This design comes from an exercise in tuning for small area, a short achievable clock period and few clock cycles on the open sky130 flow, not from production work.
Only simulation tests tie the RTL to the original design; equivalence was not proved.
Power and IR drop assume default switching activity.

// zappy_codec
module zappy_codec (
    input  wire        clk,
    input  wire        rst,
    input  wire        host_we,
    input  wire [7:0]  host_addr,
    input  wire [63:0] host_wdata,
    output reg  [63:0] host_rdata,
    output wire        irq,
    output reg         mem_req,
    output reg         mem_we,
    output reg  [63:0] mem_addr,
    output reg  [7:0]  mem_wdata,
    input  wire        mem_ready,
    input  wire [7:0]  mem_rdata,
    input  wire        mem_err
);
==> flow/config.mk <==
export PLATFORM = sky130hd
export DESIGN_NAME = zappy_codec
export DESIGN_NICKNAME = zappy_codec
export VERILOG_FILES = /design/flow/design.v
export SDC_FILE = /design/flow/constraint.sdc
export NUM_CORES = 4
export LEC_CHECK = 0
export CAP_MARGIN = 20
export CORE_MARGIN = 2
export CORE_UTILIZATION = 55
export CTS_BUF_LIST = sky130_fd_sc_hd__clkbuf_4 sky130_fd_sc_hd__clkbuf_8
export PLACE_DENSITY_LB_ADDON = 0.2
export SLEW_MARGIN = 20
==> flow/constraint.sdc <==
create_clock -name core_clock -period 12.0 [get_ports {clk}]
set_input_delay 2.4000 -clock core_clock [delete_from_list [all_inputs] [get_ports {clk}]]
set_output_delay 2.4000 -clock core_clock [all_outputs]
set_load 0.01 [all_outputs]
standard.sh (not shown) runs the stock make flow with config.mk's settings and CLKGATE_MAP_FILE= SYNTH_SCRIPT=/design/flow/synth_recipe.tcl, a recipe that flattens the netlist after the stock synthesis.
==> flow/flow/run.sh <==
#!/bin/bash
# The standard layout (the standard.sh: standard synthesis and ORFS steps),
# with two changes:
# - the buffers that ORFS puts on every input and output port are
#   sky130_fd_sc_hd__buf_4 instead of the cell buffer_ports picks by itself;
# - ORFS's timing repair aims for 5.4 ns of setup slack at the design's clock.
set -euo pipefail
export BUFFER_PORTS_ARGS="-buffer_cell sky130_fd_sc_hd__buf_4"
export SETUP_SLACK_MARGIN=5.4
bash standard.sh > standard_flow.log 2>&1
The first run finished with timing, DRC and antenna clean.
Testbench counts at the start, summed over its fixed seeds: cycles 122,336.
Rerun with:
--- a/flow/design.v
+++ b/flow/design.v
@@ -56,15 +56,14 @@
     reg        done;
     reg [7:0]  err;
     reg [63:0] src_base, src_len, dst_base, dst_cap;
     reg [63:0] result, value, vbuf0;
     reg [15:0] vbuf1;
     reg [7:0]  vcount;
     reg        is_putv, is_getv, is_maxlen;    
-    reg        a1_same;   
     reg [5:0]  state;
     reg [1:0]  vkind;
     reg [3:0]  vi;        
     reg [63:0] vx;        
     reg [63:0] sp;        
     reg [63:0] srem;      
     reg [63:0] dp;        
@@ -234,15 +233,15 @@
                      (cout2 || l1o[7]) && (cout1 || l2o[7]);
     wire settled   = (sc == 3'd7);
     wire win_ok = (c1r == {s1[6][8], s1[5][8], s1[4][8], s1[3][8], s1[2][8], s1[1][8], s1[0][8]}) &&
                   (c2r == {s2[6][8], s2[5][8], s2[4][8], s2[3][8], s2[2][8], s2[1][8], s2[0][8]}) &&
                   (l1r == l1o[6:0]) && (l2r == l2o[6:0]);
     reg  win_ok_q, hdr_ok_q, sub_ok_q;
     reg  src_valid_q, dst_valid_q, overlap_q;
-    wire win_done = ((sc != 3'd0) || a1_same) && win_ok_q;
+    wire win_done = (sc != 3'd0) && win_ok_q;
     reg  [7:1]  hlr;
     wire [7:0]  hlo;
     generate
         for (gs = 0; gs < 8; gs = gs + 1) begin : g_hdr
             wire li = (gs == 0) ? 1'b0 : hlr[gs];
             assign hlo[gs] = lt8(dst_cap[8*gs +: 8], vx[8*gs +: 8], li);
         end
@@ -374,15 +373,14 @@
             if (wr_ok && !busy) begin
                 case (host_addr[7:3])
                     5'h02: begin
                         cmd_last <= host_wdata[7:0];
                         is_putv  <= (host_wdata[7:0] == OP_PUT_V);
                         is_getv  <= (host_wdata[7:0] == OP_GET_V);
                         is_maxlen <= (host_wdata[7:0] == OP_MAXLEN);
-                        a1_same  <= (is_maxlen == (host_wdata[7:0] == OP_MAXLEN));
                         busy     <= 1'b1;
                         done     <= 1'b0;
                         err      <= E_OK;
                         sc       <= 3'd0;
                         state    <= S_START;
                     end
                     5'h04: src_base <= host_wdata;
@@ -505,15 +503,15 @@
                             raise(E_TOO_LARGE);
                         end else begin
                             value <= {60'd0, vi};
                             finish(vx);
                         end
                     end else if (vx[63]) begin
                         raise(E_TOO_LARGE);
-                    end else if (hlr == hlo[6:0]) begin
+                    end else if ((sc != 3'd0) && hdr_ok_q) begin
                         if (hlo[7])
                             raise(E_DST_SMALL);
                         else begin
                             vi    <= 4'd0;
                             vkind <= V_TAG;
                             state <= S_VRD;
                         end
Result: Wire length goes up by 2.5%; worst setup slack gets better by 0.040 ns; design area shrinks by 0.43%; count of clock-buffer cells in the layout stays the same; global-route usage rises by 1.4 points; synthesized area stays flat; sequential power barely changes; critical path depth is unchanged; sequential share of layout area grows by 0.12 points; sequential cell count is unchanged; power came out higher by 0.32%; non-clock buffer count came out lower by 16.
Testbench counts after the change, summed over its fixed seeds: cycles 122,520.

## port drivers added, routing unchanged
The results above use ideal ports. As a check the final layouts listed here were re-extracted and re-timed, cells and wires unchanged.
Step 1: set_driving_cell puts a clkbuf_16 on clk and a buf_2 on each other input, an assumption about the parent block.
Step 2 moves the port delays by t, midway between the first and last clock arrival at a register: inputs arrive t later, outputs are due t later. That takes back most of the time a late clock gives input paths.
Slacks: ideal / step 1 / step 2; pairs: ideal / step 1.
run	t, ns	setup slack, ns	hold WS [ns]
the first run	1.038	5.325 / 5.281 / 5.281	0.444 / 0.444 / 0.444
the second run	1.050	5.364 / 5.338 / 5.338	0.445 / 0.445 / 0.445
After both steps every run listed still meets setup and hold. The setup slack of the first run, which loses most, moves by -0.044 ns with the drivers and by -0.044 ns with both steps.
